Source: an optimization exercise on an open RTL-to-GDS flow (aim: a short achievable clock period and few clock cycles). Production flows keep margins and buffers that such runs may drop.

==> flow/design.v <==
module tx_drain #(
    parameter [31:0] DESC_MEM_BASE = 32'h4A10_2000,
    parameter [31:0] DESC_MEM_SIZE = 32'h0000_8000,
    parameter integer WALK_LIMIT   = 1024
) (
    input  wire        clk,
    input  wire        rst,
    input  wire        start,
    input  wire [31:0] head,
    output wire        ready,
    output reg         mem_req,
    output reg         mem_we,
    output reg  [31:0] mem_addr,
    output reg  [31:0] mem_wdata,
    input  wire        mem_gnt,
    input  wire [31:0] mem_rdata,
    output reg         tx_valid,
    output reg  [7:0]  tx_data,
    input  wire        tx_ready,
    output reg         done,
    output reg  [1:0]  status,
    output reg  [31:0] cp
);
    localparam [1:0] ST_OK        = 2'd0;
    localparam [1:0] ST_NOT_OWNED = 2'd1;
    localparam [1:0] ST_WALK      = 2'd2;
    localparam [1:0] ST_DESC_OOR  = 2'd3;
    localparam [32:0] WIN_LO = {1'b0, DESC_MEM_BASE};
    localparam [32:0] WIN_HI = {1'b0, DESC_MEM_BASE} + {1'b0, DESC_MEM_SIZE};
    localparam integer VW = $clog2(WALK_LIMIT + 2);
    localparam [2:0] OP_D   = 3'd0,    
                     OP_PAY = 3'd1,    
                     OP_R0  = 3'd2,    
                     OP_W0  = 3'd3,    
                     OP_R1  = 3'd4,    
                     OP_W1  = 3'd5;    
    function [31:0] crc32_byte;
        input [31:0] c_in;
        input [7:0]  b;
        integer i;
        reg [31:0] c;
        begin
            c = c_in ^ {24'd0, b};
            for (i = 0; i < 8; i = i + 1)
                c = c[0] ? ((c >> 1) ^ 32'hEDB88320) : (c >> 1);
            crc32_byte = c;
        end
    endfunction
    reg         busy;        
    reg         rdy;         
    reg  [2:0]  op;          
    reg         acc;         
    reg         accr;        
    reg  [2:0]  fk;          
    reg  [1:0]  dk;          
    reg  [1:0]  cap_k;       
    reg  [31:0] faddr;       
    reg         rchk;        
    reg  [VW-1:0] visits;    
    reg         lim_bad;     
    reg         rng_bad;     
    reg         w_end;       
    reg  [31:0] n_w0, n_w1, n_w2;
    reg         n_own, n_pc;
    reg         n_full;      
    reg         vchk;        
    reg         n_term;      
    reg  [31:0] paddr;       
    reg  [15:0] prem;        
    reg         p_has;       
    reg         c_term;      
    reg         first;       
    reg         pcrc;        
    reg  [1:0]  pn;          
    reg  [31:0] wb_a0, wb_a1;
    reg  [2:0]  wbs;         
    reg         wb_same;     
    reg  [31:0] f_d [0:3];
    reg  [1:0]  f_n [0:3];
    reg  [1:0]  wp, rp;
    reg  [2:0]  fc;          
    reg  [2:0]  occ;         
    reg  [31:0] hw;
    reg  [2:0]  hn;          
    reg  [31:0] crc;
    reg  [2:0]  cb;          
    wire        in_range = ({1'b0, faddr} >= WIN_LO) &&
                           ({1'b0, faddr} + 33'd16 <= WIN_HI);
    wire        mfree    = busy && !mem_req;
    wire        gnt_now  = mem_req && mem_gnt;
    wire        pay_done = c_term && !p_has;
    wire        d3_now   = accr && (op == OP_D) && (cap_k == 2'd3);
    wire        v_fail   = vchk && (lim_bad || rng_bad || !n_own);
    wire [1:0]  v_stat   = lim_bad ? ST_WALK : rng_bad ? ST_DESC_OOR : ST_NOT_OWNED;
    wire        take     = (n_full || d3_now) && !v_fail && !p_has && !c_term &&
                           !mem_req;
    wire        pc_in    = n_full ? n_pc : mem_rdata[26];
    wire        is_pay   = mfree && p_has && !occ[2];
    wire        is_desc  = mfree && !is_pay && !fk[2] && !w_end;
    wire        wb_want  = (wbs == 3'd0 && pay_done) || (wbs == 3'd2) ||
                           (wbs == 3'd3 && acc && !wb_same) || (wbs == 3'd5);
    wire        is_wb    = mfree && wb_want;
    wire        cont     = gnt_now && (op == OP_D) && !fk[2] && !(p_has && !occ[2]);
    wire        issue    = is_pay || is_desc || is_wb;
    reg  [2:0]  op_wb;
    always @* begin
        case (wbs)
            3'd0:    op_wb = OP_R0;
            3'd2:    op_wb = OP_W0;
            3'd3:    op_wb = OP_R1;
            default: op_wb = OP_W1;
        endcase
    end
    wire [2:0]  op_next  = !busy   ? OP_D :
                           is_pay  ? OP_PAY :
                           is_desc ? OP_D :
                           is_wb   ? op_wb : op;
    wire        f_wr     = busy && accr && (op == OP_PAY);
    wire        f_has    = (fc != 3'd0);
    wire        avail    = f_has || f_wr;
    wire [31:0] hd_w     = f_has ? f_d[rp] : mem_rdata;
    wire [1:0]  hd_n     = f_has ? f_n[rp] : pn;
    wire        h_has    = (hn != 3'd0);
    wire        ld_n     = !h_has && avail;
    wire [31:0] hw_n     = ld_n ? hd_w : hw;
    wire [2:0]  hn_n     = ld_n ? {1'b0, hd_n} + 3'd1 : hn;
    wire        ld_t     = (hn[2:1] == 2'b00) && avail;
    wire [31:0] hw_t     = ld_t ? hd_w : {8'd0, hw[31:8]};
    wire [2:0]  hn_t     = ld_t ? {1'b0, hd_n} + 3'd1 :
                           h_has ? hn - 3'd1 : 3'd0;
    wire [31:0] crc_t    = h_has ? crc32_byte(crc, hw[7:0]) : {8'd0, crc[31:8]};
    wire [2:0]  cb_t     = h_has ? cb : cb + 3'd1;
    wire [2:0]  occ_b    = occ + {2'd0, is_pay};
    wire [2:0]  occ_n    = occ_b - {2'd0, ld_n};
    wire [2:0]  occ_t    = occ_b - {2'd0, ld_t};
    wire        tail_n   = pay_done && (occ_n == 3'd0) && (hn_n == 3'd0);
    wire        tail_t   = pay_done && (occ_t == 3'd0) && (hn_t == 3'd0);
    wire        val_n    = (hn_n != 3'd0) || (tail_n && !pcrc && !cb[2]);
    wire        val_t    = (hn_t != 3'd0) || (tail_t && !pcrc && !cb_t[2]);
    wire        fin_n    = tail_n && (pcrc || cb[2]);
    wire        fin_t    = tail_t && (pcrc || cb_t[2]);
    wire [7:0]  byte_n   = (hn_n != 3'd0) ? hw_n[7:0] : ~crc[7:0];
    wire [7:0]  byte_t   = (hn_t != 3'd0) ? hw_t[7:0] : ~crc_t[7:0];
    wire        xfer     = tx_valid && tx_ready;
    wire        hload    = xfer ? ld_t : ld_n;
    wire [31:0] hw_nx    = xfer ? hw_t : hw_n;
    wire [2:0]  hn_nx    = xfer ? hn_t : hn_n;
    wire [31:0] crc_nx   = xfer ? crc_t : crc;
    wire [2:0]  cb_nx    = xfer ? cb_t : cb;
    wire [2:0]  occ_nx   = xfer ? occ_t : occ_n;
    wire        val_nx   = xfer ? val_t : val_n;
    wire [7:0]  byte_nx  = xfer ? byte_t : byte_n;
    wire        fin      = (wbs == 3'd7) && (xfer ? fin_t : fin_n);
    wire [2:0]  fc_b     = fc + {2'd0, f_wr};
    assign ready = rdy;
    always @(posedge clk) begin
        if (rst) begin
            busy     <= 1'b0;
            rdy      <= 1'b1;
            mem_req  <= 1'b0;
            acc      <= 1'b0;
            accr     <= 1'b0;
            tx_valid <= 1'b0;
            done     <= 1'b0;
        end else begin
            acc      <= gnt_now;
            accr     <= gnt_now && !mem_we;
            done     <= busy && (v_fail || fin);
            tx_valid <= busy && !v_fail && val_nx;
            if (!busy) begin
                mem_req <= start;
                busy    <= start;
                rdy     <= !start;
            end else if (v_fail || fin) begin
                mem_req <= 1'b0;
                busy    <= 1'b0;
                rdy     <= 1'b1;
            end else if (mem_req) begin
                mem_req <= !mem_gnt || cont;
            end else begin
                mem_req <= issue;
            end
        end
    end
    always @(posedge clk) begin
        tx_data   <= byte_nx;
        status    <= (busy && v_fail) ? v_stat : ST_OK;
        cp        <= n_w1;
        mem_we    <= busy && (op_next == OP_W0 || op_next == OP_W1);
        mem_wdata <= (wbs[2] || wb_same) ? ((n_w2 | 32'h1000_0000) & ~{2'b00, !wbs[2], 29'd0})
                                         : (n_w2 & ~32'h2000_0000);
        if (!busy)
            mem_addr <= head;
        else
            case (op_next)
                OP_D:         mem_addr <= (gnt_now && op == OP_D) ? faddr + 32'd4 : faddr;
                OP_PAY:       mem_addr <= paddr;
                OP_R0, OP_W0: mem_addr <= wb_a0;
                default:      mem_addr <= wb_a1;
            endcase
    end
    always @(posedge clk) begin
        n_term  <= (n_w0 == 32'd0);
        wb_same <= (wb_a0 == wb_a1);
        op     <= op_next;
        if (!busy) begin
            faddr    <= head;
            rchk     <= 1'b1;
            fk       <= 3'd1;
            dk       <= 2'd0;
            visits   <= {{(VW-1){1'b0}}, 1'b1};
            lim_bad  <= (WALK_LIMIT == 0);
            w_end    <= 1'b0;
            n_full   <= 1'b0;
            vchk     <= 1'b0;
            prem     <= 16'd0;
            p_has    <= 1'b0;
            c_term   <= 1'b0;
            first    <= 1'b1;
            wbs      <= 3'd0;
            wp       <= 2'd0;
            rp       <= 2'd0;
            fc       <= 3'd0;
            occ      <= 3'd0;
            hn       <= 3'd0;
            crc      <= 32'hFFFF_FFFF;
            cb       <= 3'd0;
        end else begin
            rchk <= 1'b0;
            if (rchk)
                rng_bad <= !in_range;
            if (gnt_now && op == OP_D && dk != 2'd3)
                faddr <= faddr + 32'd4;
            cap_k <= dk;
            vchk  <= d3_now;
            if (accr && op == OP_D) begin
                case (cap_k)
                    2'd0: n_w0 <= mem_rdata;
                    2'd1: n_w1 <= mem_rdata;
                    2'd2: n_w2 <= mem_rdata;
                    default: begin
                        n_own  <= mem_rdata[29];
                        n_pc   <= mem_rdata[26];
                        n_full <= 1'b1;
                    end
                endcase
            end
            if (is_desc || cont) begin
                fk <= fk + 3'd1;
                dk <= fk[1:0];
                if (fk == 3'd0) begin
                    visits  <= visits + 1'b1;
                    lim_bad <= (visits == WALK_LIMIT);
                end
            end
            if (take) begin
                n_full <= 1'b0;
                paddr  <= n_w1 + {16'd0, n_w2[31:16]};
                prem   <= n_w2[15:0];
                p_has  <= (n_w2[15:0] != 16'd0);
                first  <= 1'b0;
                if (first) begin
                    pcrc  <= pc_in;
                    wb_a0 <= faddr;
                end
                if (n_term) begin
                    c_term <= 1'b1;
                    w_end  <= 1'b1;
                    wb_a1  <= faddr;
                end else begin
                    faddr  <= n_w0;
                    rchk   <= 1'b1;
                    fk     <= 3'd0;
                end
            end
            if (gnt_now && op == OP_PAY)
                paddr <= paddr + 32'd4;
            if (is_pay) begin
                p_has <= (prem[15:3] != 13'd0) || (prem[2] && prem[1:0] != 2'd0);
                if (prem[15:2] != 14'd0) begin
                    pn   <= 2'd3;
                    prem <= prem - 16'd4;
                end else begin
                    pn   <= prem[1:0] - 2'd1;
                    prem <= 16'd0;
                end
            end
            if (accr && (op == OP_R0 || op == OP_R1))
                n_w2 <= mem_rdata;
            case (wbs)
                3'd0: if (is_wb) wbs <= 3'd1;
                3'd1: if (accr)  wbs <= 3'd2;
                3'd2: if (is_wb) wbs <= 3'd3;
                3'd3: if (acc)   wbs <= wb_same ? 3'd7 : 3'd4;
                3'd4: if (accr)  wbs <= 3'd5;
                3'd5: if (is_wb) wbs <= 3'd6;
                3'd6: if (acc)   wbs <= 3'd7;
                default: ;
            endcase
            if (f_wr) begin
                f_d[wp] <= mem_rdata;
                f_n[wp] <= pn;
                wp      <= wp + 2'd1;
            end
            if (hload)
                rp <= rp + 2'd1;
            fc  <= hload ? fc_b - 3'd1 : fc_b;
            occ <= occ_nx;
            hw  <= hw_nx;
            hn  <= hn_nx;
            crc <= crc_nx;
            cb  <= cb_nx;
        end
    end
endmodule
==> flow/config.mk <==
export PLATFORM = sky130hd
export DESIGN_NAME = tx_drain
export DESIGN_NICKNAME = tx_drain
export VERILOG_FILES = /design/flow/design.v
export SDC_FILE = /design/flow/constraint.sdc
export NUM_CORES = 4
export LEC_CHECK = 0
export ABC_CLOCK_PERIOD_IN_PS = 2400
export CAP_MARGIN = 20
export CORE_MARGIN = 2
export CORE_UTILIZATION = 40
export PLACE_DENSITY = 0.6
export SETUP_SLACK_MARGIN = 4.6
export SLEW_MARGIN = 20
export TNS_END_PERCENT = 100
==> flow/constraint.sdc <==
create_clock -name core_clock -period 7.0 [get_ports {clk}]
set_input_delay 1.4000 -clock core_clock [delete_from_list [all_inputs] [get_ports {clk}]]
set_output_delay 1.4000 -clock core_clock [all_outputs]
set_load 0.01 [all_outputs]
run.sh (not shown) runs the stock make flow with config.mk's settings and CLKGATE_MAP_FILE= SYNTH_SCRIPT=/design/flow/synth_recipe.tcl, a recipe that flattens the netlist after the stock synthesis.
Next try:
--- a/flow/design.v
+++ b/flow/design.v
@@ -54,5 +54,4 @@
     reg  [2:0]  fk;          
     reg  [1:0]  dk;          
-    reg  [1:0]  cap_k;       
     reg  [31:0] faddr;       
     reg         rchk;        
@@ -64,5 +63,4 @@
     reg         n_own, n_pc;
     reg         n_full;      
-    reg         vchk;        
     reg         n_term;      
     reg  [31:0] paddr;       
@@ -90,10 +88,7 @@
     wire        gnt_now  = mem_req && mem_gnt;
     wire        pay_done = c_term && !p_has;
-    wire        d3_now   = accr && (op == OP_D) && (cap_k == 2'd3);
-    wire        v_fail   = vchk && (lim_bad || rng_bad || !n_own);
+    wire        v_fail   = n_full && (lim_bad || rng_bad || !n_own);
     wire [1:0]  v_stat   = lim_bad ? ST_WALK : rng_bad ? ST_DESC_OOR : ST_NOT_OWNED;
-    wire        take     = (n_full || d3_now) && !v_fail && !p_has && !c_term &&
-                           !mem_req;
-    wire        pc_in    = n_full ? n_pc : mem_rdata[26];
+    wire        take     = n_full && !v_fail && !p_has && !c_term && !mem_req;
     wire        is_pay   = mfree && p_has && !occ[2];
     wire        is_desc  = mfree && !is_pay && !fk[2] && !w_end;
@@ -101,5 +96,4 @@
                            (wbs == 3'd3 && acc && !wb_same) || (wbs == 3'd5);
     wire        is_wb    = mfree && wb_want;
-    wire        cont     = gnt_now && (op == OP_D) && !fk[2] && !(p_has && !occ[2]);
     wire        issue    = is_pay || is_desc || is_wb;
     reg  [2:0]  op_wb;
@@ -177,5 +171,5 @@
                 rdy     <= 1'b1;
             end else if (mem_req) begin
-                mem_req <= !mem_gnt || cont;
+                mem_req <= !mem_gnt;
             end else begin
                 mem_req <= issue;
@@ -194,5 +188,5 @@
         else
             case (op_next)
-                OP_D:         mem_addr <= (gnt_now && op == OP_D) ? faddr + 32'd4 : faddr;
+                OP_D:         mem_addr <= faddr;
                 OP_PAY:       mem_addr <= paddr;
                 OP_R0, OP_W0: mem_addr <= wb_a0;
@@ -213,5 +207,4 @@
             w_end    <= 1'b0;
             n_full   <= 1'b0;
-            vchk     <= 1'b0;
             prem     <= 16'd0;
             p_has    <= 1'b0;
@@ -232,8 +225,6 @@
             if (gnt_now && op == OP_D && dk != 2'd3)
                 faddr <= faddr + 32'd4;
-            cap_k <= dk;
-            vchk  <= d3_now;
             if (accr && op == OP_D) begin
-                case (cap_k)
+                case (dk)
                     2'd0: n_w0 <= mem_rdata;
                     2'd1: n_w1 <= mem_rdata;
@@ -246,5 +237,5 @@
                 endcase
             end
-            if (is_desc || cont) begin
+            if (is_desc) begin
                 fk <= fk + 3'd1;
                 dk <= fk[1:0];
@@ -261,5 +252,5 @@
                 first  <= 1'b0;
                 if (first) begin
-                    pcrc  <= pc_in;
+                    pcrc  <= n_pc;
                     wb_a0 <= faddr;
                 end
Outcome:
- The new run completed without violations
- hold slack gets better by 0.0036 ns
- setup slack is better by 0.22 ns
- wire length goes down by 14%
- via count came out lower by 10%
- core utilization came out lower by 1.2 points
- sequential share of layout area rises by 2.7 points
- first-iteration DRC count fell by 6.7%
- cell area is lower by 6.2%
- global-route usage came out lower by 3.0 points
- maximum frequency is higher by 8.4%
- area after synthesis is lower by 3.7%
No run of this note included a check of the RTL's function; only the layout flow was run.

==> static timing again, ports no longer ideal <==
How much do the figures lean on ideal ports? The routed layouts below were timed once more, with nothing changed but the port constraints.
Step 1 sets driving cells, clkbuf_16 on the clock port and buf_2 on the other inputs (assumed; they add their load-dependent delay and slew).
Step 2 also shifts input and output timing later by t, the mid clock arrival at the registers, as if the neighbouring blocks saw the same clock.
a / b / c = ideal / step 1 / step 2; a / b = the first two.
| run | t (ns) | setup slack, ns | hold WS [ns] | latest minus earliest clock arrival (ns) | cell pins on the clock port's net |
|---|---|---|---|---|---|
| the first run | 0.658 | 4.155 / 4.155 / 3.786 | 0.376 / 0.376 / 0.376 | 0.020 / 0.020 | 1 |
| the second run | 0.655 | 4.376 / 4.368 / 3.879 | 0.379 / 0.379 / 0.379 | 0.023 / 0.023 | 1 |
After both steps every run listed still meets setup and hold. The setup slack of the second run, which loses most, moves by -0.008 ns with the drivers and by -0.497 ns with both steps.
